This is an optimization exercise on Yosys and OpenROAD, whose aim is small area, a short achievable clock period and few clock cycles, not a production implementation. At most, simulation tests tie the RTL to the original design; equivalence was not proved. Function not checked in runs 1 to 4: the RTL went through the layout flow alone. Power and IR drop assume default switching activity.

### flow/flow/run.sh
#!/bin/bash
# Layout flow: the standard ORFS flow (same synthesis script, same
# config.mk and SDC) with these changes:
#  - port buffers of sky130_fd_sc_hd__buf_2 instead of the default pick;
#  - CTS without dummy loads.
set -euo pipefail
W=$PWD
make -C "$FLOW_HOME" DESIGN_CONFIG="$FLOW_CONFIG" WORK_HOME="$W/orfs" CLKGATE_MAP_FILE= \
    SYNTH_SCRIPT="$W/synth_recipe.tcl" ABC_AREA=1 CAP_MARGIN=20 CORE_MARGIN=2 \
    CORE_UTILIZATION=40 SETUP_SLACK_MARGIN=6 SLEW_MARGIN=20 \
    BUFFER_PORTS_ARGS="-buffer_cell sky130_fd_sc_hd__buf_2" \
    CTS_ARGS="-sink_clustering_enable -repair_clock_nets -dont_use_dummy_load" \
    finish > "$W/make_finish.log" 2>&1
: # left out here: write the final layout as DEF
### flow/standard.sh
#!/bin/bash
# synth_recipe.tcl (not shown) runs the flow's synth.tcl, then flattens the netlist and writes it again
# the make line also repeats each setting of config.mk as NAME=value (left out here)
make -C /OpenROAD-flow-scripts/flow DESIGN_CONFIG=/design/flow/config.mk WORK_HOME=/design/flow/orfs CLKGATE_MAP_FILE= SYNTH_SCRIPT=/design/flow/synth_recipe.tcl "${@:-finish}"
### flow/config.mk
export PLATFORM = sky130hd
export DESIGN_NAME = bfx_core
export DESIGN_NICKNAME = bfx_core
export VERILOG_FILES = /design/flow/design.v
export SDC_FILE = /design/flow/constraint.sdc
export NUM_CORES = 4
export LEC_CHECK = 0
export ABC_AREA = 1
export CAP_MARGIN = 20
export CORE_MARGIN = 2
export CORE_UTILIZATION = 40
export SETUP_SLACK_MARGIN = 5
export SLEW_MARGIN = 20
### flow/constraint.sdc
create_clock -name core_clock -period 10.0 [get_ports {clk}]
set_input_delay 2.0000 -clock core_clock [delete_from_list [all_inputs] [get_ports {clk}]]
set_output_delay 2.0000 -clock core_clock [all_outputs]
set_load 0.01 [all_outputs]
### flow/design.v
module bfx_core (
    input  wire         clk,
    input  wire         rst,
    input  wire         cmd_valid,
    output wire         cmd_ready,
    input  wire [127:0] cmd_hdr,
    input  wire         pay_valid,
    output wire         pay_ready,
    input  wire [7:0]   pay_data,
    output wire         rsp_valid,
    input  wire         rsp_ready,
    output wire [7:0]   rsp_status,
    output wire [31:0]  rsp_value,
    output wire [31:0]  rsp_rlen,
    output wire         res_valid,
    input  wire         res_ready,
    output wire [7:0]   res_data
);
    localparam [7:0] OP_WRAP        = 8'h01, OP_ALLOCATE     = 8'h02,
                     OP_REMAINING   = 8'h03, OP_FLIP         = 8'h04,
                     OP_GET_BITS    = 8'h10, OP_GET_BITS_AT  = 8'h11,
                     OP_GET_BYTES   = 8'h12, OP_GET_BYTES_AT = 8'h13,
                     OP_PUT_BITS    = 8'h20, OP_PUT_BITS_AT  = 8'h21,
                     OP_PUT_BYTES   = 8'h22, OP_PUT_BYTES_AT = 8'h23,
                     OP_PUT_INT     = 8'h24, OP_PUT_SHORT    = 8'h25,
                     OP_ARRAY       = 8'h30, OP_USED_ARRAY   = 8'h31,
                     OP_PICK_MIDDLE = 8'h40, OP_PICK_LEFT    = 8'h41,
                     OP_PICK_RIGHT  = 8'h42, OP_RIGHT_MASK   = 8'h43,
                     OP_LEFT_MASK   = 8'h44;
    localparam [2:0] ST_OK = 3'd0, ST_INVALID_ARG = 3'd1, ST_OUT_OF_RANGE = 3'd2,
                     ST_ILLEGAL = 3'd3, ST_NO_BUFFER = 3'd4, ST_CAPACITY = 3'd5;
    reg         valid;
    reg [5:0]   len;           
    reg [2:0]   cap3;          
    reg [2:0]   pad;           
    reg [8:0]   pos;           
    reg [255:0] store;
    reg         cmd_rdy;       
    reg         rsp_v;
    reg [2:0]   r_status;
    reg [8:0]   r_value;
    reg [5:0]   r_rlen;
    reg         res_v;
    reg [7:0]   res_d;
    reg         pay_rdy;
    reg [31:0]  creg;          
    reg [8:0]   bl;            
    reg [8:0]   ptr;           
    reg         c1;            
    reg         ok_r;          
    reg         k_w;           
    reg         k_at;          
    reg         b_hi_z;        
    reg         k_big;         
    reg         big_gt;        
    reg         k_wrap, k_alloc, k_flip, k_seq, k_getat, k_at_bytes,
                k_arr, k_used, k_pay;
    wire [5:0]  k    = ptr[8:3];
    wire [2:0]  b    = ptr[2:0];
    wire [15:0] oh_o = ptr[8] ? 16'd0 : (16'd1 << ptr[7:4]);
    wire [15:0] oh_e = ptr[3] ? {oh_o[14:0], 1'b0} : oh_o;
    wire [7:0]  eb [0:15];
    wire [7:0]  ob [0:15];
    genvar g;
    generate
        for (g = 0; g < 16; g = g + 1) begin : g_eo
            assign eb[g] = store[255 - 16*g -: 8];
            assign ob[g] = store[247 - 16*g -: 8];
        end
    endgenerate
    reg  [7:0]  ev, ov;
    integer q;
    always @(*) begin
        ev = 8'h00;
        ov = 8'h00;
        for (q = 0; q < 16; q = q + 1) begin
            ev = ev | (eb[q] & {8{oh_e[q]}});
            ov = ov | (ob[q] & {8{oh_o[q]}});
        end
    end
    wire [15:0] win  = k[0] ? {ov, ev} : {ev, ov};
    wire [15:0] wsh  = win << b;
    wire [7:0]  w8   = wsh[15:8];                    
    wire        bl_ge8   = (bl[8:3] != 6'd0);
    wire        bl_last  = !bl_ge8 || (bl[3] && bl[8:4] == 5'd0 && bl[2:0] == 3'd0);   
    wire        full8    = k_pay ? bl_ge8 : (bl[2:0] == 3'd0);
    wire [3:0]  chunk    = full8 ? 4'd8 : {1'b0, bl[2:0]};
    wire [8:0]  bl_nx    = bl_last ? 9'd0 :
                           (k_pay || bl[2:0] == 3'd0) ? {bl[8:3] - 6'd1, bl[2:0]} : {bl[8:3], 3'b000};
    wire [1:0]  cbyte    = bl[4:3] - {1'b0, bl[2:0] == 3'd0};      
    reg  [7:0]  cb;
    always @(*) begin
        case (cbyte)
            2'd0:    cb = creg[7:0];
            2'd1:    cb = creg[15:8];
            2'd2:    cb = creg[23:16];
            default: cb = creg[31:24];
        endcase
    end
    wire [7:0]  tmask = ~(8'hFF >> chunk);
    wire [7:0]  sral  = cb << (4'd8 - chunk);           
    wire [7:0]  src8  = k_pay ? pay_data : sral;
    wire [15:0] d16   = {src8 & tmask, 8'h00} >> b;
    wire [15:0] m16   = {tmask, 8'h00} >> b;
    wire [15:0] mrg   = (win & ~m16) | d16;
    wire        pay_fire = pay_valid && pay_rdy;
    wire        wact     = ok_r && k_w && (bl != 9'd0) && !(c1 && k_at);
    wire        wen      = wact && (!k_pay || pay_fire);
    wire        clr      = c1 && ok_r && k_alloc;
    wire [7:0]  we_v     = clr ? 8'h00 : (k[0] ? mrg[7:0]  : mrg[15:8]);
    wire [7:0]  wo_v     = clr ? 8'h00 : (k[0] ? mrg[15:8] : mrg[7:0]);
    wire [3:0]  nr_at    = (bl[2:0] == 3'd0) ? 4'd8 : {1'b0, bl[2:0]};
    wire [3:0]  p_delta  = wact ? chunk : (c1 && k_getat) ? nr_at : 4'd8;
    wire [3:0]  pn_lo    = {1'b0, ptr[2:0]} + p_delta[3:0];
    wire [8:0]  ptr_nx   = {ptr[8:3] + {5'd0, pn_lo[3]}, pn_lo[2:0]};
    wire [9:0]  at_end  = {1'b0, ptr} + {1'b0, bl};
    wire        at_in   = b_hi_z && (ptr[7:3] < len) && (at_end <= {1'b0, len8});
    wire        at_abs  = (at_end + {7'd0, pad} <= {1'b0, len8});
    wire        at_bad  = c1 && k_at && ok_r && !(at_in && (at_abs || !k_w));
    wire        mv      = c1 && ok_r && k_seq;
    wire [8:0]  pos_add = pos + bl;
    wire [8:0]  pos_new = (c1 && ok_r && (k_wrap || k_alloc || k_flip)) ? 9'd0 :
                          mv ? pos_add : pos;
    wire [7:0]  op  = cmd_hdr[127:120];
    wire [23:0] rsv = cmd_hdr[119:96];
    wire [31:0] A   = cmd_hdr[95:64];
    wire [31:0] B   = cmd_hdr[63:32];
    wire [31:0] C   = cmd_hdr[31:0];
    wire rsv_z = (rsv == 24'd0);
    wire a_z   = (A == 32'd0);
    wire b_z   = (B == 32'd0);
    wire c_z   = (C == 32'd0);
    wire c8_z  = (C[31:8] == 24'd0);
    wire c16_z = (C[31:16] == 16'd0);
    wire is_wrap   = (op == OP_WRAP);
    wire is_alloc  = (op == OP_ALLOCATE);
    wire is_flip   = (op == OP_FLIP);
    wire is_gbits  = (op == OP_GET_BITS);
    wire is_gbyt   = (op == OP_GET_BYTES);
    wire is_gbitsa = (op == OP_GET_BITS_AT);
    wire is_gbyta  = (op == OP_GET_BYTES_AT);
    wire is_pbits  = (op == OP_PUT_BITS);
    wire is_pbitsa = (op == OP_PUT_BITS_AT);
    wire is_pbyt   = (op == OP_PUT_BYTES);
    wire is_pbyta  = (op == OP_PUT_BYTES_AT);
    wire is_pint   = (op == OP_PUT_INT);
    wire is_pshort = (op == OP_PUT_SHORT);
    wire is_arr    = (op == OP_ARRAY);
    wire is_used   = (op == OP_USED_ARRAY);
    wire is_getat  = is_gbitsa || is_gbyta;
    wire is_putat  = is_pbitsa || is_pbyta;
    wire is_pay    = is_wrap || is_pbyt || is_pbyta;
    wire is_sput   = is_pbits || is_pbitsa || is_pint || is_pshort;
    reg legal;
    always @(*) begin
        case (op)
            OP_WRAP:                         legal = a_z && b_z;
            OP_ALLOCATE:                     legal = b_z && c_z;
            OP_REMAINING, OP_FLIP,
            OP_ARRAY, OP_USED_ARRAY:         legal = a_z && b_z && c_z;
            OP_GET_BITS, OP_GET_BYTES:       legal = b_z && c_z;
            OP_GET_BITS_AT, OP_GET_BYTES_AT: legal = c_z;
            OP_PUT_BITS:                     legal = b_z && c8_z;
            OP_PUT_BITS_AT:                  legal = c8_z;
            OP_PUT_BYTES:                    legal = b_z;
            OP_PUT_BYTES_AT:                 legal = 1'b1;
            OP_PUT_INT:                      legal = b_z;
            OP_PUT_SHORT:                    legal = b_z && c16_z;
            OP_PICK_MIDDLE:                  legal = c8_z;
            OP_PICK_LEFT, OP_PICK_RIGHT:     legal = b_z && c8_z;
            OP_RIGHT_MASK, OP_LEFT_MASK:     legal = b_z && c_z;
            default:                         legal = 1'b0;
        endcase
        legal = legal && rsv_z;
    end
    wire needs_buf = !(is_wrap || is_alloc || op[7:4] == 4'h4);
    wire [8:0]  a9      = A[8:0];
    wire        a_neg   = A[31];
    wire        a_small = (A[31:9] == 23'd0);            
    wire        a_le8   = (A[31:4] == 28'd0) && (A[3:0] <= 4'd8);
    wire        a_le16  = (A[31:5] == 27'd0) && (A[4:0] <= 5'd16);
    wire        a_le32  = (A[31:6] == 26'd0) && (A[5:0] <= 6'd32);
    wire        a_le256 = a_small && (a9 <= 9'd256);
    wire [8:0]  len8    = {len, 3'b000};
    wire [8:0]  len8p   = len8 - {6'd0, pad};
    wire [8:0]  rem     = len8p - pos;
    wire        rem_lt  = !(a_small && (a9 <= rem));
    wire        in_stor = 1'b1;                            
    wire        abs_ok  = 1'b1;
    wire        gt_dlen = a_small && (C[31:6] == 26'd0) && (a9 > {C[5:0], 3'b000});
    wire        gt_full = (C[31:28] == 4'd0) && ({A[30:3], A[2:0] != 3'd0} > {C[27:0], 1'b0});
    wire        pb_big  = (op == OP_PUT_BYTES || op == OP_PUT_BYTES_AT) && !a_neg && !a_small;
    wire        c_gt32  = (C[31:6] != 26'd0) || (C[5:0] > 6'd32);
    wire        pm_ok   = (B[31:4] == 28'd0) && (B[3:0] <= 4'd8) &&
                          (A[31:4] == 28'd0) && (A[3:0] <= B[3:0]);
    reg [2:0] status;
    always @(*) begin
        status = ST_OK;
        if (!legal)
            status = ST_ILLEGAL;
        else if (needs_buf && !valid)
            status = ST_NO_BUFFER;
        else begin
            case (op)
                OP_WRAP:
                    if (c_z)                          status = ST_INVALID_ARG;
                    else if (c_gt32)                  status = ST_CAPACITY;
                OP_ALLOCATE:
                    if (a_neg || a_z)                 status = ST_INVALID_ARG;
                    else if (!a_le256)                status = ST_CAPACITY;
                OP_GET_BITS, OP_PUT_BITS:
                    if (!a_le8)                       status = ST_INVALID_ARG;
                    else if (rem_lt)                  status = ST_OUT_OF_RANGE;
                OP_GET_BITS_AT:
                    if (!a_le8)                       status = ST_INVALID_ARG;
                    else if (rem_lt || !in_stor)      status = ST_OUT_OF_RANGE;
                OP_GET_BYTES:
                    if (a_neg)                        status = ST_INVALID_ARG;
                    else if (rem_lt)                  status = ST_OUT_OF_RANGE;
                OP_GET_BYTES_AT:
                    if (a_neg)                        status = ST_INVALID_ARG;
                    else if (rem_lt || !in_stor)      status = ST_OUT_OF_RANGE;
                OP_PUT_BITS_AT:
                    if (!a_le8)                       status = ST_INVALID_ARG;
                    else if (rem_lt || !in_stor || !abs_ok)
                                                      status = ST_OUT_OF_RANGE;
                OP_PUT_BYTES:
                    if (a_neg || gt_dlen)             status = ST_INVALID_ARG;
                    else if (rem_lt)                  status = ST_OUT_OF_RANGE;
                OP_PUT_BYTES_AT:
                    if (a_neg || gt_dlen)             status = ST_INVALID_ARG;
                    else if (rem_lt || !in_stor || !abs_ok)
                                                      status = ST_OUT_OF_RANGE;
                OP_PUT_INT:
                    if (!a_le32)                      status = ST_INVALID_ARG;
                    else if (rem_lt)                  status = ST_OUT_OF_RANGE;
                OP_PUT_SHORT:
                    if (!a_le16)                      status = ST_INVALID_ARG;
                    else if (rem_lt)                  status = ST_OUT_OF_RANGE;
                OP_PICK_MIDDLE:
                    if (!pm_ok)                       status = ST_INVALID_ARG;
                OP_PICK_LEFT, OP_PICK_RIGHT, OP_RIGHT_MASK, OP_LEFT_MASK:
                    if (!a_le8)                       status = ST_INVALID_ARG;
                default: ;
            endcase
        end
    end
    wire ok = (status == ST_OK);
    wire [3:0] n4       = A[3:0];
    wire [7:0] data8    = C[7:0];
    wire [7:0] low_ones = ~(8'hFF << n4);
    wire [2:0] sh3      = cmd_rdy ? (is_gbyt ? a9[2:0] : n4[2:0]) : bl[2:0];
    wire       sh8      = cmd_rdy ? (is_gbyt ? (a9[2:0] == 3'd0) : n4[3]) :
                                    (k_at_bytes ? (bl[2:0] == 3'd0) : bl[3]);
    wire [15:0] rd_t    = {8'h00, w8} << sh3;
    wire [7:0] rd_n     = sh8 ? w8 : rd_t[15:8];
    wire [15:0] pl_t    = {8'h00, data8} << n4[2:0];
    wire [7:0]  pm_x    = data8 & (8'hFF >> n4);
    wire [15:0] pm_t    = {8'h00, pm_x} << B[3:0];
    reg [8:0] value;
    always @(*) begin
        case (op)
            OP_REMAINING:   value = rem;
            OP_GET_BITS:    value = {1'b0, rd_n};
            OP_PICK_MIDDLE: value = {1'b0, pm_t[15:8]};
            OP_PICK_LEFT:   value = {1'b0, n4[3] ? data8 : pl_t[15:8]};
            OP_PICK_RIGHT:  value = {1'b0, data8 & low_ones};
            OP_RIGHT_MASK:  value = {1'b0, low_ones};
            OP_LEFT_MASK:   value = {1'b0, ~(8'hFF >> n4)};
            default:        value = 9'd0;
        endcase
    end
    wire [5:0] n_bytes  = a9[8:3] + {5'd0, a9[2:0] != 3'd0};    
    wire [5:0] used_len = pos[8:3] + {5'd0, pos[2:0] != 3'd0};
    reg [5:0] rlen;
    always @(*) begin
        case (op)
            OP_GET_BYTES, OP_GET_BYTES_AT: rlen = n_bytes;
            OP_ARRAY:                      rlen = len;
            OP_USED_ARRAY:                 rlen = used_len;
            default:                       rlen = 6'd0;
        endcase
    end
    function [7:0] top_mask(input [2:0] m);
        top_mask = (m == 3'd0) ? 8'hFF : ~(8'hFF >> m);
    endfunction
    wire [7:0] s0       = store[255:248];
    wire [7:0] arr_mask = top_mask(cap3);
    wire [7:0] use_mask = top_mask(pos[2:0]);
    wire [7:0] lmask    = k_arr ? arr_mask : k_used ? use_mask : 8'hFF;
    wire [7:0] s0_arr   = s0 & ((len == 6'd1) ? arr_mask : 8'hFF);
    wire [7:0] s0_used  = s0 & ((used_len == 6'd1) ? use_mask : 8'hFF);
    wire [3:0] h_lo     = {1'b0, pos[2:0]} + {1'b0, a9[2:0]};
    wire       h_cy     = h_lo[3] || (a9[2:0] == 3'd0);
    wire [5:0] ph1      = pos[8:3] + 6'd1;
    assign cmd_ready  = cmd_rdy;
    assign pay_ready  = pay_rdy;
    assign rsp_valid  = rsp_v;
    assign rsp_status = {5'd0, r_status};
    assign rsp_value  = {23'd0, r_value & {9{ok_r}}};
    assign rsp_rlen   = {26'd0, r_rlen & {6{ok_r}}};
    assign res_valid  = res_v && ok_r;
    assign res_data   = res_d;
    wire hdr_fire = cmd_valid && cmd_rdy;
    wire rsp_fire = rsp_v && rsp_ready;
    wire res_fire = res_v && ok_r && res_ready;
    reg        n_rsp_v, n_res_v, n_pay_rdy, n_wbusy;
    always @(*) begin
        n_rsp_v   = (rsp_v && !rsp_fire) || (c1 && (k_at || k_big));
        n_res_v   = (res_v && ok_r && !(res_fire && bl_last)) ||
                    (c1 && k_getat && k_at_bytes && ok_r && bl != 9'd0);
        n_pay_rdy = (pay_rdy && !(pay_fire && creg == 32'd1)) ||
                    (c1 && k_at && k_pay && creg != 32'd0);
        n_wbusy   = (wact && !k_pay && !bl_last) ||
                    (c1 && k_at && k_w && !k_pay && ok_r && bl != 9'd0);
    end
    always @(posedge clk) begin
        if (rst) begin
            cmd_rdy <= 1'b1;
            rsp_v   <= 1'b0;
            res_v   <= 1'b0;
            pay_rdy <= 1'b0;
            ok_r    <= 1'b0;
            c1      <= 1'b0;
            valid   <= 1'b0;
        end else if (hdr_fire) begin
            cmd_rdy  <= 1'b0;
            c1       <= 1'b1;
            ok_r     <= ok;
            rsp_v    <= !(is_getat || is_putat || pb_big);
            k_big    <= pb_big;
            big_gt   <= gt_full;
            res_v    <= (is_gbyt || is_arr || is_used) && (rlen != 6'd0);
            pay_rdy  <= is_pay && !c_z && !is_putat;
            k_at     <= is_getat || is_putat;
            b_hi_z   <= (B[31:8] == 24'd0);
            r_status <= status;
            r_value  <= value;
            r_rlen   <= rlen;
            creg     <= C;
            bl       <= is_wrap ? {C[5:0], 3'b000} : is_arr ? {len, 3'b000} :
                        is_used ? pos : a9;
            k_w      <= is_sput || is_pay;
            k_wrap   <= is_wrap;
            k_alloc  <= is_alloc;
            k_flip   <= is_flip;
            k_seq    <= is_gbits || is_gbyt || is_pbits || is_pbyt || is_pint || is_pshort;
            k_getat  <= is_getat;
            k_at_bytes <= is_gbyta;
            k_arr    <= is_arr;
            k_used   <= is_used;
            k_pay    <= is_pay;
            if (is_gbyt)
                res_d <= rd_n;
            else if (is_arr)
                res_d <= s0_arr;
            else
                res_d <= s0_used;
            if (is_wrap)
                ptr <= 9'd0;
            else if (is_getat || is_putat)
                ptr <= B[8:0];
            else if (is_arr || is_used)
                ptr <= 9'd8;
            else if (is_gbyt)
                ptr <= {h_cy ? ph1 : pos[8:3], h_lo[2:0]};
        end else begin
            c1      <= 1'b0;
            cmd_rdy <= !(n_rsp_v || n_res_v || n_pay_rdy || n_wbusy);
            rsp_v   <= n_rsp_v;
            res_v   <= n_res_v;
            pay_rdy <= n_pay_rdy;
            pos <= pos_new;
            if (c1 && ok_r) begin
                if (k_wrap) begin
                    valid <= 1'b1;
                    len   <= creg[5:0];
                    cap3  <= 3'd0;
                    pad   <= 3'd0;
                end
                if (k_alloc) begin
                    valid <= 1'b1;
                    len   <= bl[8:3] + {5'd0, bl[2:0] != 3'd0};
                    cap3  <= bl[2:0];
                    pad   <= 3'd0 - bl[2:0];
                end
                if (k_flip && pos[2:0] != 3'd0)
                    pad <= 3'd0 - pos[2:0];
            end
            if (pay_fire)
                creg <= creg - 32'd1;
            if (wen) begin
                bl <= bl_nx;
                if (bl_last)
                    ptr <= pos_new;
                else
                    ptr <= ptr_nx;
            end
            if (res_fire) begin
                bl <= bl_nx;
                if (bl_last)
                    ptr <= pos_new;
                else begin
                    res_d <= w8 & ((bl_nx[8:4] == 5'd0) ? lmask : 8'hFF);
                    ptr   <= ptr_nx;
                end
            end
            if (c1 && k_getat) begin
                if (!k_at_bytes)
                    r_value <= {1'b0, rd_n};
                res_d <= rd_n;
            end
            if (c1) begin
                if (at_bad) begin
                    ok_r     <= 1'b0;
                    r_status <= ST_OUT_OF_RANGE;
                end
                if (k_big && r_status == ST_OUT_OF_RANGE)
                    r_status <= big_gt ? ST_INVALID_ARG : ST_OUT_OF_RANGE;
                if (k_getat && k_at_bytes && ok_r && bl != 9'd0)
                    ptr <= ptr_nx;
                else if (k_at && k_w && ok_r && bl != 9'd0)
                    ptr <= ptr;
                else if (!wact && !(res_v && ok_r))
                    ptr <= pos_new;
            end else if (!ok_r)
                ptr <= pos;      
        end
    end
    wire [31:0] k_oh  = 32'd1 << k[4:0];
    wire [31:0] k_sel = (k[5] ? 32'd0 : (k_oh | {k_oh[30:0], 1'b0})) & {32{wen}};
    integer i;
    always @(posedge clk) begin
        for (i = 0; i < 32; i = i + 1)
            if (clr || k_sel[i])
                store[255 - 8*i -: 8] <= (i % 2 == 0) ? we_v : wo_v;
    end
endmodule
==> results of run 1 <==
## routing by layer
| layer | up-vias | track usage | share of wire |
|---|---|---|---|
| li1 | 11630 | - | - |
| met1 | 11490 | 0.3758 | 0.43 |
| met2 | 1292 | 0.4040 | 0.44 |
| met3 | 191 | 0.04470 | 0.096 |
| met4 | 0 | 0.09570 | 0.038 |
| met5 | - | 0 | 0 |
## worst max-delay path: stages (launching register included)
cell and delay [ns]:
edfxtp_1 0.44, buf_12 0.16, ha_4 0.15, fa_2 0.38, xor2_4 0.23, ha_4 0.25
a21oi_2 0.14, inv_2 0.06, a31oi_4 0.19, nor3_4 0.06, xnor2_1 0.14, ha_1 0.34
nand2_2 0.08, nor2_2 0.04, a211oi_2 0.14, o21ai_1 0.09, a21oi_1 0.15, a31o_2 0.12
nand2_2 0.06, a21oi_4 0.26, o21a_1 0.18, nand2_1 0.07, nand3_2 0.06, inv_2 0.07
## synthesized netlist by cell type (18+ instances only)
| cell type | count |
|---|---|
| nand2_1 | 706 |
| ha_1 | 124 |
| clkbuf_1 | 52 |
| inv_1 | 367 |
| nand3_1 | 311 |
| xnor2_1 | 21 |
| a21oi_1 | 117 |
| nor3_1 | 43 |
| o21ai_1 | 22 |
| edfxtp_1 | 367 |
| a31oi_1 | 28 |
| nor2_1 | 326 |
| xor2_1 | 41 |
| buf_4 | 59 |
| buf_2 | 18 |
| o211ai_1 | 33 |
| nand4_1 | 89 |
| nor4_1 | 25 |
| o21ai_0 | 227 |
## timing repair
item                                    4_1_cts  5_1_grt
hold endpoints to repair                      0        0
cloned                                        1        1
endpoints found under the setup margin      298      306
pin swaps                                    10       62
resized for setup                            93      212
setup buffers                                49       61
## cells by family (layout without fill, tap and decap cells)
logic type / count (synthesis) / in the layout / share of synthesized area
AND/OR/NAND/NOR: 1571 / 1571 / 0.2672
AO/OA/AOI/OAI: 549 / 549 / 0.1251
buffers and inverters: 540 / 758 / 0.08989
flip-flops: 374 / 374 / 0.4304
adder cells (fa/ha/maj): 130 / 130 / 0.06446
XOR/XNOR: 62 / 62 / 0.02094
multiplexers: 5 / 5 / 0.001930
other: 1 / 54 / 0.0001446
## metrics by stage
step | hold slack (ns) | setup slack (ns) | area (µm²) | utilization
floorplan | 0.4443 | 6.002 | 26150 | -
global placement | 0.4901 | 4.779 | 27560 | 0.4290
detailed placement | 0.4927 | 4.626 | 27560 | 0.4291
CTS | 0.4973 | 5.823 | 29510 | 0.4594
global route | 0.5260 | 5.758 | 30750 | 0.4787
finish | 0.4968 | 5.858 | 30750 | 0.4787
## placed cells by master, fill, tap and decap left out, drive strengths merged, types with 6 or more instances in the layout
cell type  Yosys  final
nand2        715    715
inv          383    372
edfxtp       367    367
nor2         345    345
buf           97    321
nand3        320    320
o21ai        252    252
ha           124    124
a21oi        118    118
nand4         89     89
conb           1     54
nor3          49     49
clkbuf        52     45
xor2          41     41
o211ai        33     33
a31oi         28     28
nor4          25     25
xnor2         21     21
o2111ai       14     14
a221oi        14     14
clkinvlp       0     13
o22ai         13     13
a211oi        12     12
o31ai         12     12
o221ai        10     10
or2           10     10
o21bai         8      8
dfxtp          7      7
a22oi          6      6
clkinv         8      6
a31o           6      6
fa             6      6
## worst min-delay path by stage
stage          depth (start not counted)     to  start  slack [ns]
3_5_place_dp                           2  valid  valid        0.49
4_1_cts                                2  valid  valid        0.50
5_1_grt                                2  valid  valid        0.53
6_report                               2  valid  valid        0.50
3_3_place_gp                           2  valid  valid        0.49
2_1_floorplan                          2  valid  valid        0.44
## cell type report
class / instances / share of cell area
Multi-Input combinational cell: 2371 / 0.4422
Inverter: 391 / 0.05017
Tap cell: 855 / 0.03479
Clock buffer: 44 / 0.03581
Timing Repair Buffer: 323 / 0.07410
Sequential cell: 374 / 0.3630
## power by group through the flow
stage	combinational, W	sequential [W]	clock [W]
2_1_floorplan	0.000675	0.00190	0
3_3_place_gp	0.000980	0.00192	0
3_5_place_dp	0.000985	0.00192	0
4_1_cts	0.00110	0.00188	0.00137
5_1_grt	0.00135	0.00188	0.00143
6_report	0.00125	0.00188	0.00136
## sequential cells by signal, indices dropped and copies added (netlist names), 3 cells and up
name,flops
len,6
pad,3
creg,32
bl,9
r_value,9
ptr,9
store,256
r_status,3
res_d,8
r_rlen,6
pos,9
cap3,3
==> reports/metrics.json, run 1 <==
{
  "status": {
    "status": "complete, no violations"
  },
  "pwr": {
    "power.net_switching_w": 0.001448,
    "vdd.ir_drop.worst_mv": 0.1046,
    "pwr_density_nw_per_um2": 146.0,
    "sw_frac_of_total": 0.3225,
    "post-layout-total-power_w": 0.004489,
    "power.share.combinational": 0.277,
    "p_clk_frac": 0.304,
    "intPower_w": 0.003041,
    "seq_power_share": 0.419,
    "p_leak_nw": 12.97
  },
  "route": {
    "detail_route.wl_per_cell_um": 21.17,
    "final_antenna_net_count": 0,
    "drc": 0,
    "first_pass_iteration_count_of_the_detailed_router": 8,
    "wirelength_mm": 92.24,
    "drt_iter0_markers": 2614,
    "routed_via_density": 5.645,
    "vias": 24600
  },
  "sta": {
    "finClkSkew_ns": 0.07549,
    "number_of_pins_with_negative_max_slew_slack_in_the_final_report": 0,
    "max_clock_freq_mhz": 241.4,
    "timing.setup.tns_ns": 0,
    "period_minus_slack_ns": 4.142,
    "period_utilization_post_route": 0.4142,
    "tightestPinTransition_ns": 1.077,
    "hold_viol": 0,
    "unrepaired_setup_endpoints_after_global_routing": "yes",
    "maxSlewHeadroom": 0.2773,
    "setup_viol": 0
  },
  "yosys": {
    "netlist_instances": 3232,
    "synth_sequential_area_ratio": 0.4304,
    "yosys-top-cells-area": "edfxtp_1 (42%), nand2_1 (10%), nand3_1 (6.0%)",
    "synth-seq-cells": 374,
    "post-synth-top-area-fraction": 0.4250,
    "avgSynthCellArea_um2": 8.023,
    "post_synth_design_cell_area_um2": 25930,
    "number_of_enable_type_register_cells_in_the_synthesized_netlist": 367,
    "synth_async_reset_ratio": 0,
    "number_of_unique_standard_cell_types_used_by_synthesis": 66,
    "synth_warnings": 1,
    "dominantRegCellSynth": "edfxtp_1",
    "synth_top_cell_by_area": "edfxtp_1"
  },
  "critical_path": {
    "timing.setup.critical_path_class": "flip-flop to flip-flop",
    "cp.arrival_ns": 4.44,
    "worstSetupStartpoint": "ptr[0]",
    "reg2reg_from": "ptr[0]",
    "worst-r2r-setup-slack_ns": 5.86,
    "cp.required_ns": 10.30,
    "crit_end": "r_status[2]",
    "timing.critical_path.to_type": "flip-flop",
    "crit-reg2reg-capture": "r_status[2]",
    "r2r.worst_path.cells": 23,
    "worst_setup_start_kind": "flip-flop",
    "critical_path_peak_fanout": 3
  },
  "global_routing": {
    "grt_pass1_vias": 22220,
    "initial_antenna_violation_count": 1,
    "grt.total_usage": 0.2641,
    "first_pass_grt_wire_length_mm": 134.4,
    "gr-total-overflow": 0,
    "maximum_number_of_pins_on_one_net_before_global_route_repair": 79
  },
  "clocking": {
    "htree_levels": 2,
    "tritoncts": "yes",
    "clkTransAtPathRegs_ns": 0.06,
    "cts.root.buffer_cell": "clkbuf_16",
    "post_cts_hold_buffer_count": 0,
    "cts.path.max_buffers": 3,
    "cts.sink_count": 374,
    "cts_buffers": 44,
    "worstSkewPairLatency_ns": 0.60
  },
  "layout": {
    "fillerInstances": 6267,
    "num_antenna_cells": 0,
    "layout.nets": 3777,
    "fin_cells": 4358,
    "post_route_cells_drive_above_1_share": 0.1856,
    "multi_input_comb_area_um2": 13600,
    "flow.area_growth_from_synthesis_pct": 18.58,
    "register_area_um2": 11160
  },
  "place": {
    "port_buffers": 171,
    "post_detail_place_hpwl_mm": 67.30,
    "globalplace.congestion": 1.002,
    "post-place-cells": 4200
  },
  "floorplan": {
    "die_h_um": 258.6,
    "fp.dieW_um": 258.6,
    "core_area_um2": 64230,
    "i_o_pin_count": 226,
    "die_footprint_um2": 66880,
    "placementRows": 93,
    "start_util": 0.4037
  },
  "flow_run": {
    "timing.max_cap.violations": 0
  },
  "min_path": {
    "timing.hold.worst.class": "flip-flop to flip-flop"
  }
}
==> run 2, diff against run 1 <==
==> flow/flow/run.sh (replaced) <==
#!/bin/bash
# Layout flow: the standard ORFS flow (same synthesis script, same
# config.mk and SDC) with these changes:
#  - port buffers of sky130_fd_sc_hd__buf_2 instead of the default pick;
#  - CTS without dummy loads;
#  - cap and slew margins of 10 percent.
set -euo pipefail
W=$PWD
make -C "$FLOW_HOME" DESIGN_CONFIG="$FLOW_CONFIG" WORK_HOME="$W/orfs" CLKGATE_MAP_FILE= \
    SYNTH_SCRIPT="$W/synth_recipe.tcl" ABC_AREA=1 CAP_MARGIN=10 CORE_MARGIN=2 \
    CORE_UTILIZATION=40 SETUP_SLACK_MARGIN=6 SLEW_MARGIN=10 \
    BUFFER_PORTS_ARGS="-buffer_cell sky130_fd_sc_hd__buf_2" \
    CTS_ARGS="-sink_clustering_enable -repair_clock_nets -dont_use_dummy_load" \
    finish > "$W/make_finish.log" 2>&1
: # left out here: write the final layout as DEF
--- a/flow/config.mk
+++ b/flow/config.mk
@@ -6,8 +6,8 @@
 export NUM_CORES = 4
 export LEC_CHECK = 0
 export ABC_AREA = 1
-export CAP_MARGIN = 20
+export CAP_MARGIN = 10
 export CORE_MARGIN = 2
 export CORE_UTILIZATION = 40
 export SETUP_SLACK_MARGIN = 5
-export SLEW_MARGIN = 20
+export SLEW_MARGIN = 10
==> reports/metrics.json, run 2 <==
{
  "global_routing": {
    "grt.total_usage": 0.2641,
    "gr-total-overflow": 0,
    "maximum_number_of_pins_on_one_net_before_global_route_repair": 79,
    "first_pass_grt_wire_length_mm": 134.2,
    "grt_pass1_vias": 22230,
    "initial_antenna_violation_count": 1
  },
  "layout": {
    "max_flop_register": "store",
    "largestRegisters": "store (256), creg (32)",
    "multi_input_comb_area_um2": 13590,
    "final_cell_mix": "nand2_1 (683), edfxtp_1 (367), inv_1 (337)",
    "post_route_cells_drive_above_1_share": 0.1807,
    "num_antenna_cells": 0,
    "register_area_um2": 11160,
    "most_common_cell_after_layout_fill_and_taps_aside": "nand2_1",
    "flip_flop_count_of_the_largest_register_after_layout": 256,
    "fin_cells": 4353,
    "flow.area_growth_from_synthesis_pct": 18.55,
    "layout.nets": 3772,
    "fillerInstances": 6260
  },
  "yosys": {
    "yosys-top-cells-area": "edfxtp_1 (42%), nand2_1 (10%), nand3_1 (6.0%)",
    "post_synth_design_cell_area_um2": 25930,
    "synth_compound_area_frac": 0.1251,
    "post-synth-top-count-cell": "nand2_1",
    "synthMuxAreaShare": 0.001930,
    "post-synth-top-area-fraction": 0.4250,
    "combinational_family_with_the_most_area_after_synthesis": "simple AND/OR/NAND/NOR gates",
    "yosys.area_share.xor_xnor": 0.02094,
    "number_of_enable_type_register_cells_in_the_synthesized_netlist": 367,
    "synth_top_cells_by_count": "nand2_1 (706), edfxtp_1 (367), inv_1 (367)",
    "synth_sequential_area_ratio": 0.4304,
    "synth_top_cell_by_area": "edfxtp_1",
    "netlist_instances": 3232,
    "synth_async_reset_ratio": 0,
    "dominantRegCellSynth": "edfxtp_1",
    "avgSynthCellArea_um2": 8.023,
    "synth_warnings": 1,
    "synth_adder_area_share": 0.06446,
    "number_of_unique_standard_cell_types_used_by_synthesis": 66,
    "synth_simple_gate_area_frac": 0.2672,
    "synth-seq-cells": 374
  },
  "critical_path": {
    "timing.setup.critical_path_class": "flip-flop to flip-flop",
    "cp.arrival_ns": 4.35,
    "worstPathCellList": "buf_6, ha_4, fa_2, xor2_4, ha_4, a21oi_2, inv_2, a31oi_4, nor3_4, xnor2_1, ha_1, nand2_2, nor2_2, a211oi_2, o21ai_1, a21oi_1, a31o_2, nand2_2, a21oi_4, o21a_1, nand2_1, nand3_1, inv_2",
    "timing.critical_path.to_type": "flip-flop",
    "worst_setup_start_kind": "flip-flop",
    "cp.required_ns": 10.27,
    "critical_path_peak_fanout": 4,
    "slowest_cell_delay_on_critical_path_ns": 0.46,
    "timing.critical_path.slowest_stage_cell": "edfxtp_1",
    "r2r.worst_path.cells": 23
  },
  "floorplan": {
    "core_area_um2": 64230,
    "start_util": 0.4037,
    "i_o_pin_count": 226,
    "fp.dieW_um": 258.6,
    "die_h_um": 258.6,
    "die_footprint_um2": 66880,
    "placementRows": 93
  },
  "pwr": {
    "intPower_w": 0.003034,
    "sw_frac_of_total": 0.3237,
    "p_leak_nw": 12.96,
    "seq_power_share": 0.419,
    "vdd.ir_drop.worst_mv": 0.1030,
    "power.share.combinational": 0.281,
    "p_clk_frac": 0.300,
    "pwr_density_nw_per_um2": 145.9,
    "power.net_switching_w": 0.001452
  },
  "min_path": {
    "hold_critical_path_depth": 2,
    "timing.hold.worst.class": "flip-flop to flip-flop"
  },
  "clocking": {
    "cts.sink_count": 374,
    "post_cts_hold_buffer_count": 0,
    "clkTransAtPathRegs_ns": 0.05,
    "htree_levels": 2,
    "cts_buffers": 43,
    "worstSkewPairLatency_ns": 0.59,
    "cts.root.buffer_cell": "clkbuf_16",
    "tritoncts": "yes",
    "cts.path.max_buffers": 3
  },
  "route": {
    "drc": 0,
    "wirelength_mm": 92.43,
    "vias": 24570,
    "first_pass_iteration_count_of_the_detailed_router": 6,
    "final_antenna_net_count": 0,
    "drt_iter0_markers": 2494,
    "routed_via_density": 5.644,
    "detail_route.wl_per_cell_um": 21.23
  },
  "place": {
    "post-place-cells": 4200,
    "port_buffers": 171,
    "globalplace.congestion": 1.002,
    "post_detail_place_hpwl_mm": 67.34
  },
  "sta": {
    "period_utilization_post_route": 0.4080,
    "timing.setup.tns_ns": 0,
    "hold_viol": 0,
    "maxSlewHeadroom": 0.2211,
    "setup_viol": 0,
    "period_minus_slack_ns": 4.081,
    "unrepaired_setup_endpoints_after_global_routing": "yes",
    "max_clock_freq_mhz": 245.1,
    "finClkSkew_ns": 0.05330,
    "tightestPinTransition_ns": 1.156,
    "number_of_pins_with_negative_max_slew_slack_in_the_final_report": 0
  },
  "status": {
    "status": "complete, no violations"
  },
  "flow_run": {
    "timing.max_cap.violations": 0
  }
}
-- run 2: cell counts after synthesis --
Identical to the previous run, type by type.
-- run 2: area by class of cell --
type,count,share of cell area
Clock buffer,43,0.03500
Inverter,391,0.05059
Multi-Input combinational cell,2371,0.4421
Sequential cell,374,0.3630
Tap cell,855,0.03480
Timing Repair Buffer,319,0.07448
-- run 2: worst paths after layout --
path                            start           to  slack [ns]
worst max-delay path            bl[0]  r_status[1]        5.92
worst min register to register  valid        valid        0.49
worst min-delay path            valid        valid        0.49
worst max register to register  bl[0]  r_status[1]        5.92
-- run 2: logic make-up (layout without fill, tap and decap cells) --
kind of cell / Yosys count / count (layout)
simple gates: 1571 / 1571
fa+ha+maj: 130 / 130
other cells: 1 / 54
mux: 5 / 5
flops: 374 / 374
compound gates: 549 / 549
buf+inv: 540 / 753
xor+xnor: 62 / 62
-- run 2: critical path, delay by kind of cell, from the launching register on --
kind                       cells  cell delay [ns]
AOI/OAI and AO/OA              8             1.05
and+or+nand+nor                6             0.47
DFF                            1             0.46
buffers and inverters          3             0.33
adders and majority gates      4             1.10
xor gates and xnor gates       2             0.37
-- run 2: power groups by stage --
| stage | clock (W) | sequential (W) | combinational, W |
|---|---|---|---|
| floorplan | 0 | 0.00190 | 0.000675 |
| global placement | 0 | 0.00192 | 0.000980 |
| detailed placement | 0 | 0.00192 | 0.000983 |
| CTS | 0.00136 | 0.00188 | 0.00113 |
| global route | 0.00141 | 0.00188 | 0.00136 |
| finish | 0.00135 | 0.00188 | 0.00126 |
-- run 2: stage by stage --
| stage | cell area, µm² | util | total power, W | setup WS (ns) | hold WS [ns] |
|---|---|---|---|---|---|
| finish | 30740 | 0.4786 | 0.004486 | 5.920 | 0.4931 |
| global route | 30740 | 0.4786 | 0.004656 | 5.770 | 0.5254 |
| CTS | 29640 | 0.4615 | 0.004371 | 5.914 | 0.4969 |
| detailed placement | 27560 | 0.4290 | 0.002905 | 4.662 | 0.4927 |
| global placement | 27560 | 0.4290 | 0.002902 | 4.779 | 0.4901 |
| floorplan | 26150 | - | 0.002577 | 6.002 | 0.4443 |
-- run 2: repair_timing --
action,in CTS,in global routing
endpoints found under the setup margin,298,306
gates resized for setup,112,193
pin swaps,26,55
cloned,1,2
endpoints found under the hold margin,0,0
setup buffers,52,55
-- run 2: metal layers --
layer | global-route usage | vias up | part of all wire
met5 | 0 | - | 0
met4 | 0.09281 | 0 | 0.036
met3 | 0.04636 | 182 | 0.10
met2 | 0.4052 | 1281 | 0.44
met1 | 0.3748 | 11500 | 0.42
li1 | - | 11600 | -
==> run 3, diff against run 2 <==
--- a/flow/design.v
+++ b/flow/design.v
@@ -98,7 +98,8 @@
         endcase
     end
     wire [7:0]  tmask = ~(8'hFF >> chunk);
-    wire [7:0]  sral  = cb << (4'd8 - chunk);           
+    wire [2:0]  sr_sh = 3'd0 - bl[2:0];                  
+    wire [7:0]  sral  = cb << sr_sh;                     
     wire [7:0]  src8  = k_pay ? pay_data : sral;
     wire [15:0] d16   = {src8 & tmask, 8'h00} >> b;
     wire [15:0] m16   = {tmask, 8'h00} >> b;
@@ -113,9 +114,9 @@
     wire [3:0]  p_delta  = wact ? chunk : (c1 && k_getat) ? nr_at : 4'd8;
     wire [3:0]  pn_lo    = {1'b0, ptr[2:0]} + p_delta[3:0];
     wire [8:0]  ptr_nx   = {ptr[8:3] + {5'd0, pn_lo[3]}, pn_lo[2:0]};
-    wire [9:0]  at_end  = {1'b0, ptr} + {1'b0, bl};
-    wire        at_in   = b_hi_z && (ptr[7:3] < len) && (at_end <= {1'b0, len8});
-    wire        at_abs  = (at_end + {7'd0, pad} <= {1'b0, len8});
+    wire [8:0]  at_end  = r_value;
+    wire        at_in   = b_hi_z && (ptr[7:3] < len) && (at_end <= len8);
+    wire        at_abs  = (at_end <= len8p);
     wire        at_bad  = c1 && k_at && ok_r && !(at_in && (at_abs || !k_w));
     wire        mv      = c1 && ok_r && k_seq;
     wire [8:0]  pos_add = pos + bl;
@@ -290,6 +291,10 @@
     wire [7:0] lmask    = k_arr ? arr_mask : k_used ? use_mask : 8'hFF;
     wire [7:0] s0_arr   = s0 & ((len == 6'd1) ? arr_mask : 8'hFF);
     wire [7:0] s0_used  = s0 & ((used_len == 6'd1) ? use_mask : 8'hFF);
+    wire [4:0] as_lo    = {1'b0, B[3:0]} + {1'b0, a9[3:0]};
+    wire [4:0] as_h0    = B[8:4] + a9[8:4];
+    wire [4:0] as_h1    = B[8:4] + a9[8:4] + 5'd1;
+    wire [8:0] at_sum   = {as_lo[4] ? as_h1 : as_h0, as_lo[3:0]};
     wire [3:0] h_lo     = {1'b0, pos[2:0]} + {1'b0, a9[2:0]};
     wire       h_cy     = h_lo[3] || (a9[2:0] == 3'd0);
     wire [5:0] ph1      = pos[8:3] + 6'd1;
@@ -335,7 +340,7 @@
             k_at     <= is_getat || is_putat;
             b_hi_z   <= (B[31:8] == 24'd0);
             r_status <= status;
-            r_value  <= value;
+            r_value  <= (is_getat || is_putat) ? at_sum : value;
             r_rlen   <= rlen;
             creg     <= C;
             bl       <= is_wrap ? {C[5:0], 3'b000} : is_arr ? {len, 3'b000} :
@@ -405,9 +410,8 @@
                     ptr   <= ptr_nx;
                 end
             end
-            if (c1 && k_getat) begin
-                if (!k_at_bytes)
-                    r_value <= {1'b0, rd_n};
+            if (c1 && k_at) begin
+                r_value <= (k_getat && !k_at_bytes) ? {1'b0, rd_n} : 9'd0;
                 res_d <= rd_n;
             end
             if (c1) begin
==> reports/metrics.json, run 3 <==
{
  "status": {
    "status": "complete, no violations"
  },
  "layout": {
    "most_common_cell_after_layout_fill_and_taps_aside": "nand2_1",
    "fillerInstances": 6058,
    "register_area_um2": 11160,
    "flow.area_growth_from_synthesis_pct": 19.62,
    "final_cell_mix": "nand2_1 (740), edfxtp_1 (367), nand3_1 (312)",
    "flip_flop_count_of_the_largest_register_after_layout": 256,
    "num_antenna_cells": 0,
    "layout.nets": 3757,
    "post_route_cells_drive_above_1_share": 0.1806,
    "multi_input_comb_area_um2": 13530,
    "largestRegisters": "store (256), creg (32)",
    "max_flop_register": "store"
  },
  "yosys": {
    "synth_top_cells_by_count": "nand2_1 (761), edfxtp_1 (367), inv_1 (332)",
    "post-synth-top-count-cell": "nand2_1",
    "synth_sequential_area_ratio": 0.4359,
    "yosys-top-cells-area": "edfxtp_1 (43%), nand2_1 (11%), nand3_1 (6.4%)",
    "synth-seq-cells": 374,
    "number_of_enable_type_register_cells_in_the_synthesized_netlist": 367,
    "synth_warnings": 1,
    "post-synth-top-area-fraction": 0.4305,
    "synth_top_cell_by_area": "edfxtp_1",
    "synth_async_reset_ratio": 0,
    "netlist_instances": 3210,
    "number_of_unique_standard_cell_types_used_by_synthesis": 66,
    "avgSynthCellArea_um2": 7.976,
    "dominantRegCellSynth": "edfxtp_1",
    "post_synth_design_cell_area_um2": 25600
  },
  "min_path": {
    "hold_critical_path_depth": 2,
    "timing.hold.worst.class": "flip-flop to flip-flop"
  },
  "sta": {
    "tightestPinTransition_ns": 1.243,
    "finClkSkew_ns": 0.08564,
    "setup_viol": 0,
    "maxSlewHeadroom": 0.1658,
    "final_critical_path_setup_slack_ns": 5.786,
    "unrepaired_setup_endpoints_after_global_routing": "yes",
    "period_minus_slack_ns": 4.214,
    "timing.setup.tns_ns": 0,
    "number_of_pins_with_negative_max_slew_slack_in_the_final_report": 0,
    "period_utilization_post_route": 0.4214,
    "max_clock_freq_mhz": 237.3,
    "hold_viol": 0
  },
  "route": {
    "first_pass_iteration_count_of_the_detailed_router": 6,
    "routed_via_density": 5.723,
    "final_antenna_net_count": 0,
    "drc": 0,
    "wirelength_mm": 95.96,
    "detail_route.wl_per_cell_um": 22.12,
    "vias": 24830,
    "drt_iter0_markers": 2958
  },
  "pwr": {
    "p_leak_nw": 12.97,
    "pwr_density_nw_per_um2": 143.1,
    "vdd.ir_drop.worst_mv": 0.1240
  },
  "place": {
    "globalplace.congestion": 0.9924,
    "port_buffers": 171,
    "post_detail_place_hpwl_mm": 69.83,
    "placement.setup.worst_slack_ns": 4.467
  },
  "critical_path": {
    "r2r.worst_path.cells": 26,
    "crit_top_cell": "a21oi_2",
    "worst-path-buf-inv": 3,
    "timing.critical_path.slowest_stage_cell": "edfxtp_1",
    "slowest_cell_delay_on_critical_path_ns": 0.51,
    "timing.setup.critical_path_class": "flip-flop to flip-flop",
    "critical_path_peak_fanout": 4,
    "worst_setup_start_kind": "flip-flop",
    "cp.depth": 26,
    "cp.arrival_ns": 4.70,
    "family_with_the_most_delay_on_the_worst_path": "compound AO/OA/AOI/OAI gates",
    "timing.critical_path.to_type": "flip-flop",
    "cp.required_ns": 10.49
  },
  "clocking": {
    "htree_levels": 2,
    "clkTransAtPathRegs_ns": 0.06,
    "cts.root.buffer_cell": "clkbuf_16",
    "cts.path.max_buffers": 3,
    "cts.sink_count": 374,
    "tritoncts": "yes",
    "worstSkewPairLatency_ns": 0.60,
    "cts_buffers": 44
  },
  "floorplan": {
    "start_util": 0.4051,
    "i_o_pin_count": 226,
    "core_area_um2": 63200,
    "placementRows": 92,
    "fp.dieW_um": 257.0,
    "die_footprint_um2": 66040,
    "die_h_um": 257.0
  },
  "global_routing": {
    "grt_pass1_vias": 22530,
    "maximum_number_of_pins_on_one_net_before_global_route_repair": 65,
    "first_pass_grt_wire_length_mm": 139.1,
    "grt.total_usage": 0.2768,
    "gr-total-overflow": 0,
    "initial_antenna_violation_count": 1
  },
  "flow_run": {
    "timing.max_cap.violations": 0
  }
}
==> run 3: cell count changes after synthesis, moves of 12 or more <==
cell / change
o21ai_1: -17
inv_1: -35
o21ai_0: +18
nand4_1: -17
nand2_1: +55
nand3_1: +17
a31oi_1: -12
==> run 3: cell families after synthesis <==
family | count (synthesis) | synth area share
buffers and inverters | 500 | 0.08523
DFF | 374 | 0.4359
and+or+nand+nor | 1601 | 0.2695
muxes | 3 | 0.001222
xor gates and xnor gates | 63 | 0.02155
adders and majority gates | 120 | 0.06040
AOI/OAI and AO/OA | 548 | 0.1260
other | 1 | 0.0001465
==> run 3: layout make-up <==
type	instances	share of cell area
flip-flops and latches	374	0.3644
repair buffers	338	0.07824
well taps	846	0.03456
inverters	347	0.04510
clock buffers	44	0.03595
multi-input cells	2390	0.4417
==> run 3: path summary, 6_finish.rpt <==
kind | from | end | slack [ns]
worst max-delay path | pad[1] | ok_r | 5.79
worst min-delay path | valid | valid | 0.50
worst max register to register | pad[1] | ok_r | 5.79
worst min register to register | valid | valid | 0.50
==> run 3: per-layer routing <==
| layer | part of all wire | up-vias | track usage | wire length (µm) |
|---|---|---|---|---|
| met5 | 0 | - | 0 | 0 |
| met4 | 0.033 | 0 | 0.08705 | 3169 |
| met3 | 0.11 | 190 | 0.07555 | 11000 |
| met2 | 0.44 | 1373 | 0.4176 | 41950 |
| met1 | 0.42 | 11730 | 0.3852 | 39830 |
| li1 | - | 11540 | - | - |
==> run 3: power breakdown <==
group | internal, W | switching, W | leakage (nW) | total, W
Sequential | 0.00184 | 0.0000405 | 3.39 | 0.00188
Combinational | 0.000370 | 0.000753 | 9.04 | 0.00112
Clock | 0.000768 | 0.000606 | 0.542 | 0.00137
Total | 0.00298 | 0.00140 | 13.0 | 0.00438
==> run 3: worst min-delay path, stage by stage (launching register included) <==
cell and delay (ns):
dfxtp_1 0.33, nand2_1 0.06, o21ai_0 0.06
==> run 3: stage by stage <==
stage / hold WS (ns) / power, W / std cells / cell area [µm²] / util
after CTS: 0.5002 / 0.004251 / 4280 / 29390 / 0.4650
final: 0.5048 / 0.004381 / 4339 / 30630 / 0.4846
after global routing: 0.5388 / 0.004524 / 4339 / 30630 / 0.4846
after floorplan: 0.4286 / 0.002487 / 3263 / 25820 / -
after detailed placement: 0.4850 / 0.002804 / 4166 / 27190 / 0.4302
after global placement: 0.4877 / 0.002804 / 4166 / 27190 / 0.4302
==> run 3: repair_timing <==
action | 4_1_cts | 5_1_grt
resized for setup | 123 | 185
hold buffers | 0 | 0
pin swaps | 31 | 55
setup buffers | 69 | 57
endpoints found under the setup margin | 295 | 303
gates cloned | 1 | 2
==> run 4, diff against run 3 <==
--- a/flow/design.v
+++ b/flow/design.v
@@ -34,6 +34,7 @@
     reg [2:0]   cap3;          
     reg [2:0]   pad;           
     reg [8:0]   pos;           
+    reg [8:0]   rem;           
     reg [255:0] store;
     reg         cmd_rdy;       
     reg         rsp_v;
@@ -184,7 +185,6 @@
     wire        a_le256 = a_small && (a9 <= 9'd256);
     wire [8:0]  len8    = {len, 3'b000};
     wire [8:0]  len8p   = len8 - {6'd0, pad};
-    wire [8:0]  rem     = len8p - pos;
     wire        rem_lt  = !(a_small && (a9 <= rem));
     wire        in_stor = 1'b1;                            
     wire        abs_ok  = 1'b1;
@@ -391,6 +391,14 @@
                 end
                 if (k_flip && pos[2:0] != 3'd0)
                     pad <= 3'd0 - pos[2:0];
+                if (k_wrap)
+                    rem <= {creg[5:0], 3'b000};
+                if (k_alloc)
+                    rem <= bl;                   
+                if (k_flip)
+                    rem <= len8 - {6'd0, (pos[2:0] != 3'd0) ? 3'd0 - pos[2:0] : pad};
+                if (k_seq)
+                    rem <= rem - bl;
             end
             if (pay_fire)
                 creg <= creg - 32'd1;
==> reports/metrics.json, run 4 <==
{
  "route": {
    "drt_iter0_markers": 3448,
    "routed_via_density": 5.771,
    "wirelength_mm": 98.09,
    "drc": 0,
    "detail_route.wl_per_cell_um": 22.27,
    "first_pass_iteration_count_of_the_detailed_router": 6,
    "final_antenna_net_count": 0,
    "vias": 25420
  },
  "place": {
    "post_detail_place_hpwl_mm": 71.88,
    "globalplace.congestion": 0.9982,
    "placedInstanceArea_um2": 28250,
    "port_buffers": 171
  },
  "clocking": {
    "cts.root.buffer_cell": "clkbuf_16",
    "cts_buffers": 47,
    "clkTransAtPathRegs_ns": 0.06,
    "tritoncts": "yes",
    "cts.path.max_buffers": 3,
    "cts.sink_count": 383,
    "worstSkewPairLatency_ns": 0.61,
    "htree_levels": 2,
    "post_cts_hold_buffer_count": 0
  },
  "pwr": {
    "post-layout-total-power_w": 0.004436,
    "vdd.ir_drop.worst_mv": 0.09155,
    "pwr_density_nw_per_um2": 144.0,
    "p_leak_nw": 12.95
  },
  "yosys": {
    "synth_async_reset_ratio": 0,
    "number_of_unique_standard_cell_types_used_by_synthesis": 71,
    "post-synth-top-count-cell": "nand2_1",
    "netlist_instances": 3302,
    "yosys-top-cells-area": "edfxtp_1 (42%), nand2_1 (10%), nand3_1 (5.5%)",
    "synth_top_cells_by_count": "nand2_1 (725), edfxtp_1 (376), inv_1 (339)",
    "synth_sequential_area_ratio": 0.4299,
    "dominantRegCellSynth": "edfxtp_1",
    "post_synth_design_cell_area_um2": 26590,
    "synth-seq-cells": 383,
    "post-synth-top-area-fraction": 0.4246,
    "avgSynthCellArea_um2": 8.053,
    "synth_top_cell_by_area": "edfxtp_1",
    "synth_warnings": 1,
    "number_of_enable_type_register_cells_in_the_synthesized_netlist": 376
  },
  "critical_path": {
    "timing.critical_path.to_type": "flip-flop",
    "cp.arrival_ns": 4.34,
    "worst_setup_start_kind": "flip-flop",
    "cp.required_ns": 10.32,
    "critical_path_peak_fanout": 9,
    "timing.setup.critical_path_class": "flip-flop to flip-flop"
  },
  "sta": {
    "maxSlewHeadroom": 0.1981,
    "number_of_pins_with_negative_max_slew_slack_in_the_final_report": 0,
    "period_minus_slack_ns": 4.028,
    "finClkSkew_ns": 0.08104,
    "tightestPinTransition_ns": 1.190,
    "max_clock_freq_mhz": 248.2,
    "hold_viol": 0,
    "unrepaired_setup_endpoints_after_global_routing": "yes",
    "timing.setup.tns_ns": 0,
    "setup_viol": 0,
    "period_utilization_post_route": 0.4028
  },
  "floorplan": {
    "placementRows": 94,
    "core_area_um2": 65750,
    "fp.dieW_um": 261.8,
    "i_o_pin_count": 226,
    "start_util": 0.4044,
    "die_footprint_um2": 68550,
    "die_h_um": 261.8
  },
  "min_path": {
    "timing.hold.worst.class": "flip-flop to flip-flop"
  },
  "layout": {
    "most_common_cell_after_layout_fill_and_taps_aside": "nand2_1",
    "largestRegisters": "store (256), creg (32)",
    "fillerInstances": 6427,
    "flow.area_growth_from_synthesis_pct": 15.90,
    "flip_flop_count_of_the_largest_register_after_layout": 256,
    "layout.cell_area.non_filler_um2": 30820,
    "max_flop_register": "store",
    "final_cell_mix": "nand2_1 (714), edfxtp_1 (376), inv_1 (317)",
    "layout.nets": 3804,
    "post_route_cells_drive_above_1_share": 0.1636
  },
  "global_routing": {
    "grt_pass1_vias": 22900,
    "gr-total-overflow": 0,
    "maximum_number_of_pins_on_one_net_before_global_route_repair": 63,
    "grt.total_usage": 0.2761,
    "initial_antenna_violation_count": 3,
    "first_pass_grt_wire_length_mm": 143.0
  },
  "status": {
    "status": "complete, no violations"
  },
  "flow_run": {
    "timing.max_cap.violations": 0
  }
}
==> run 4: changes by cell type in the layout (fill, tap and decap cells not counted), sizes merged, moves of 8 or more <==
cell     delta
a21oi      +19
inv        +20
xnor2       -9
o2111ai     -8
edfxtp      +9
nor2       +27
buf        -31
nand4      +31
o22ai       +9
nand2      -30
or2        -10
nand3       -9
==> run 4: cell type report <==
class / count / area, µm² / share of cell area
inverters: 367 / 1445 / 0.04689
clock buffers: 47 / 1176 / 0.03816
multi-input cells: 2439 / 13670 / 0.4435
repair buffers: 303 / 2013 / 0.06532
well taps: 864 / 1081 / 0.03508
diodes: 2 / 5.005 / 0.0001624
flip-flops and latches: 383 / 11430 / 0.3709
==> run 4: final timing paths <==
path / from / end / slack [ns] / cells past startpoint
max: bl[3] / ptr[7] / 5.97 / 23
min: valid / valid / 0.60 / 2
max reg2reg: bl[3] / ptr[7] / 5.97 / 23
min reg2reg: valid / valid / 0.60 / 2
==> run 4: metrics by stage <==
| stage | hold WS (ns) | utilization | cells | setup WS [ns] |
|---|---|---|---|---|
| 5_1_grt | 0.5936 | 0.4687 | 4403 | 5.801 |
| 2_1_floorplan | 0.4574 | - | 3355 | 5.966 |
| 3_3_place_gp | 0.5459 | 0.4296 | 4272 | 4.633 |
| 6_report | 0.5971 | 0.4688 | 4405 | 5.972 |
| 4_1_cts | 0.5848 | 0.4571 | 4362 | 5.908 |
| 3_5_place_dp | 0.5759 | 0.4296 | 4272 | 4.397 |
==> run 4: routing by layer <==
metal  vias to the layer above  GRT usage  part of all wire
met5                         -          0           0.00012
met4                         2    0.09044             0.036
met3                       204    0.04456              0.11
met2                      1427     0.4120              0.43
met1                     11970     0.4068              0.43
li1                      11820          -                 -
==> run 4: cells by family after synthesis <==
logic type / share of synthesized area
simple gates: 0.2734
compound gates: 0.1291
buf+inv: 0.08714
flops: 0.4299
fa+ha+maj: 0.05863
xor+xnor: 0.01943
mux: 0.002306
other cells: 0.0001410
==> run 4: critical path, cell delays in order (launching register included) <==
cell,delay [ns]
edfxtp_1,0.50
inv_2,0.23
ha_1,0.22
nand2_1,0.12
nor3_2,0.23
a21oi_4,0.10
inv_2,0.18
o21ai_4,0.10
buf_4,0.15
nor2_2,0.14
ha_4,0.24
a21oi_4,0.21
xnor2_4,0.17
ha_4,0.20
ha_4,0.15
nand2_4,0.05
xor2_2,0.18
a21oi_1,0.08
o21ai_1,0.07
o21ai_1,0.10
nand2_1,0.08
o21ai_1,0.07
o21bai_1,0.13
nand2_1,0.06
==> run 4: where the power goes <==
| part | leakage (nW) | switching (W) | internal (W) |
|---|---|---|---|
| Sequential | 3.49 | 0.0000352 | 0.00188 |
| Combinational | 8.88 | 0.000755 | 0.000331 |
| Clock | 0.579 | 0.000618 | 0.000818 |
| Total | 12.9 | 0.00141 | 0.00303 |
==> run 4: what timing repair did <==
item,CTS,global route
buffers inserted,42,39
cloned,1,2
setup endpoints to repair,312,294
gates resized for setup,70,113
pin swaps,20,30
==> run 5, diff against run 4 <==
--- a/flow/design.v
+++ b/flow/design.v
@@ -114,7 +114,8 @@
     wire [3:0]  nr_at    = (bl[2:0] == 3'd0) ? 4'd8 : {1'b0, bl[2:0]};
     wire [3:0]  p_delta  = wact ? chunk : (c1 && k_getat) ? nr_at : 4'd8;
     wire [3:0]  pn_lo    = {1'b0, ptr[2:0]} + p_delta[3:0];
-    wire [8:0]  ptr_nx   = {ptr[8:3] + {5'd0, pn_lo[3]}, pn_lo[2:0]};
+    wire [5:0]  ptr_hi1  = ptr[8:3] + 6'd1;
+    wire [8:0]  ptr_nx   = {pn_lo[3] ? ptr_hi1 : ptr[8:3], pn_lo[2:0]};
     wire [8:0]  at_end  = r_value;
     wire        at_in   = b_hi_z && (ptr[7:3] < len) && (at_end <= len8);
     wire        at_abs  = (at_end <= len8p);
==> reports/metrics.json, run 5 <==
{
  "layout": {
    "register_area_um2": 11430,
    "num_antenna_cells": 0,
    "multi_input_comb_area_um2": 13840,
    "post_route_cells_drive_above_1_share": 0.1582,
    "flip_flop_count_of_the_largest_register_after_layout": 256,
    "max_flop_register": "store",
    "layout.nets": 3841,
    "most_common_cell_after_layout_fill_and_taps_aside": "nand2_1",
    "flow.area_growth_from_synthesis_pct": 16.16,
    "final_cell_mix": "nand2_1 (780), edfxtp_1 (376), nand3_1 (359)",
    "largestRegisters": "store (256), creg (32)",
    "fillerInstances": 6575
  },
  "route": {
    "drt_iter0_markers": 2534,
    "first_pass_iteration_count_of_the_detailed_router": 6,
    "wirelength_mm": 101.6,
    "vias": 25290,
    "detail_route.wl_per_cell_um": 22.91,
    "routed_via_density": 5.701,
    "drc": 0,
    "final_antenna_net_count": 0
  },
  "global_routing": {
    "initial_antenna_violation_count": 0,
    "grt.total_usage": 0.2908,
    "maximum_number_of_pins_on_one_net_before_global_route_repair": 53,
    "first_pass_grt_wire_length_mm": 148.5,
    "gr-total-overflow": 0,
    "grt_pass1_vias": 23640
  },
  "floorplan": {
    "die_h_um": 261.5,
    "die_footprint_um2": 68390,
    "start_util": 0.4035,
    "i_o_pin_count": 226,
    "core_area_um2": 65750,
    "placementRows": 94,
    "fp.dieW_um": 261.5
  },
  "critical_path": {
    "cp.arrival_ns": 4.35,
    "timing.critical_path.to_type": "flip-flop",
    "critical_path_peak_fanout": 2,
    "cp.required_ns": 10.27,
    "worst_setup_start_kind": "primary input",
    "timing.setup.critical_path_class": "primary input to flip-flop"
  },
  "clocking": {
    "tritoncts": "yes",
    "cts_buffers": 44,
    "cts.path.max_buffers": 3,
    "cts.root.buffer_cell": "clkbuf_16",
    "post_cts_hold_buffer_count": 0,
    "worstSkewPairLatency_ns": 0.59,
    "clkTransAtPathRegs_ns": 0.05,
    "cts.sink_count": 383,
    "htree_levels": 2
  },
  "yosys": {
    "yosys-top-cells-area": "edfxtp_1 (43%), nand2_1 (11%), nand3_1 (6.9%)",
    "number_of_unique_standard_cell_types_used_by_synthesis": 69,
    "netlist_instances": 3334,
    "number_of_enable_type_register_cells_in_the_synthesized_netlist": 376,
    "synth_async_reset_ratio": 0,
    "post_synth_design_cell_area_um2": 26530,
    "synth_sequential_area_ratio": 0.4309,
    "synth_warnings": 1,
    "synth-seq-cells": 383,
    "synth_top_cells_by_count": "nand2_1 (799), edfxtp_1 (376), nand3_1 (367)",
    "dominantRegCellSynth": "edfxtp_1",
    "synth_top_cell_by_area": "edfxtp_1",
    "avgSynthCellArea_um2": 7.956,
    "post-synth-top-count-cell": "nand2_1",
    "post-synth-top-area-fraction": 0.4256
  },
  "sta": {
    "maxSlewHeadroom": 0.2030,
    "tightestPinTransition_ns": 1.188,
    "finClkSkew_ns": 0.04738,
    "period_minus_slack_ns": 4.073,
    "hold_viol": 0,
    "max_clock_freq_mhz": 245.5,
    "unrepaired_setup_endpoints_after_global_routing": "yes",
    "number_of_pins_with_negative_max_slew_slack_in_the_final_report": 0,
    "setup_viol": 0,
    "period_utilization_post_route": 0.4073,
    "timing.setup.tns_ns": 0
  },
  "min_path": {
    "timing.hold.worst.class": "flip-flop to flip-flop"
  },
  "status": {
    "status": "complete, no violations"
  },
  "pwr": {
    "pwr_density_nw_per_um2": 144.0,
    "post-layout-total-power_w": 0.004437,
    "vdd.ir_drop.worst_mv": 0.1185,
    "p_leak_nw": 13.10
  },
  "place": {
    "port_buffers": 171,
    "globalplace.congestion": 0.9990,
    "post_detail_place_hpwl_mm": 76.03
  },
  "flow_run": {
    "timing.max_cap.violations": 0
  }
}
run 5: cell type report:
class	instances	share of cell area
clock buffers	44	0.03573
inverters	364	0.04665
multi-input cells	2492	0.4491
flip-flops and latches	383	0.3710
well taps	864	0.03508
repair buffers	289	0.06245
run 5: through the flow:
step	instances	cell area [µm²]	hold WS, ns	util	setup slack [ns]
global placement	4317	28310	0.4739	0.4306	4.737
floorplan	3387	26760	0.4297	-	5.987
finish	4436	30810	0.5032	0.4687	5.927
global route	4436	30810	0.5347	0.4687	5.931
detailed placement	4317	28310	0.4642	0.4306	4.606
CTS	4392	29990	0.4906	0.4562	5.950
run 5: routing by layer:
layer	track usage	wire length [µm]	vias to the layer above
li1	-	-	11910
met1	0.3700	40090	11860
met2	0.4767	47420	1243
met3	0.04036	7786	277
met4	0.1632	6357	0
met5	0	0	-
run 5: power by group:
part	total, W	internal, W	switching [W]
clock network	0.00138	0.000769	0.000612
registers	0.00192	0.00189	0.0000376
logic	0.00113	0.000349	0.000784
total	0.00444	0.00300	0.00143
run 5: critical path: stages:
cell and delay [ns]:
buf_2 0.12, nor4_2 0.32, nand3_1 0.16, inv_1 0.10, nand4_1 0.18, or2_2 0.36, inv_1 0.17, o21ai_0 0.24
nand2_1 0.11, nand2_1 0.06, a21oi_1 0.17, nand3_1 0.13, a21oi_1 0.16, o21ai_0 0.08
run 5: final timing paths:
| kind | from | to | cells after the start | slack (ns) |
|---|---|---|---|---|
| hold / removal | valid | valid | 2 | 0.50 |
| setup reg to reg | ptr[6] | res_d[5] | 21 | 6.09 |
| hold reg to reg | valid | valid | 2 | 0.50 |
| setup / recovery | cmd_hdr[85] | r_status[0] | 14 | 5.93 |
run 5: cells by family (layout without fill, tap and decap cells):
| group | after synthesis | count (layout) | share of synthesized area |
|---|---|---|---|
| compound gates | 597 | 597 | 0.1357 |
| other cells | 1 | 54 | 0.0001414 |
| fa+ha+maj | 125 | 125 | 0.06066 |
| flops | 383 | 383 | 0.4309 |
| xor+xnor | 54 | 54 | 0.01783 |
| simple gates | 1657 | 1657 | 0.2709 |
| buf+inv | 512 | 697 | 0.08198 |
| mux | 5 | 5 | 0.001934 |
run 5: what timing repair did:
action | in CTS | in global routing
pin swaps | 6 | 26
setup buffers | 31 | 42
endpoints found under the setup margin | 338 | 299
cloned | 0 | 2
gates resized for setup | 72 | 132
Testbench counts of run 5, summed over its fixed seeds: cycles 18,831.

-- afterwards: timing with drivers on the ports --
No port has a modelled driver above. Below, the same layouts with a new extraction and two added sets of constraints. Step 1 assumes that a clkbuf_16 drives the clock port and a buf_2 every other input. Step 2 times the ports against the registers' clock, not the clock port: input delays grow and output delays shrink by t, the midpoint of the rising clock arrivals with the driver on. Slacks: ideal ports / drivers / drivers and shift; pairs: ideal ports / drivers.
| run | t (ns) | setup slack, ns | worst setup path at the end |
|---|---|---|---|
| run 1 | 0.617 | 5.858 / 5.858 / 5.508 | input to register |
| run 2 | 0.620 | 5.920 / 5.920 / 5.442 | input to register |
| run 3 | 0.627 | 5.786 / 5.786 / 5.467 | input to register |
| run 4 | 0.625 | 5.972 / 5.972 / 5.461 | input to register |
| run 5 | 0.625 | 5.927 / 5.965 / 5.341 | input to register |
After both steps every run listed still meets setup and hold. The setup slack of run 5, which loses most, moves by +0.038 ns with the drivers and by -0.586 ns with both steps.
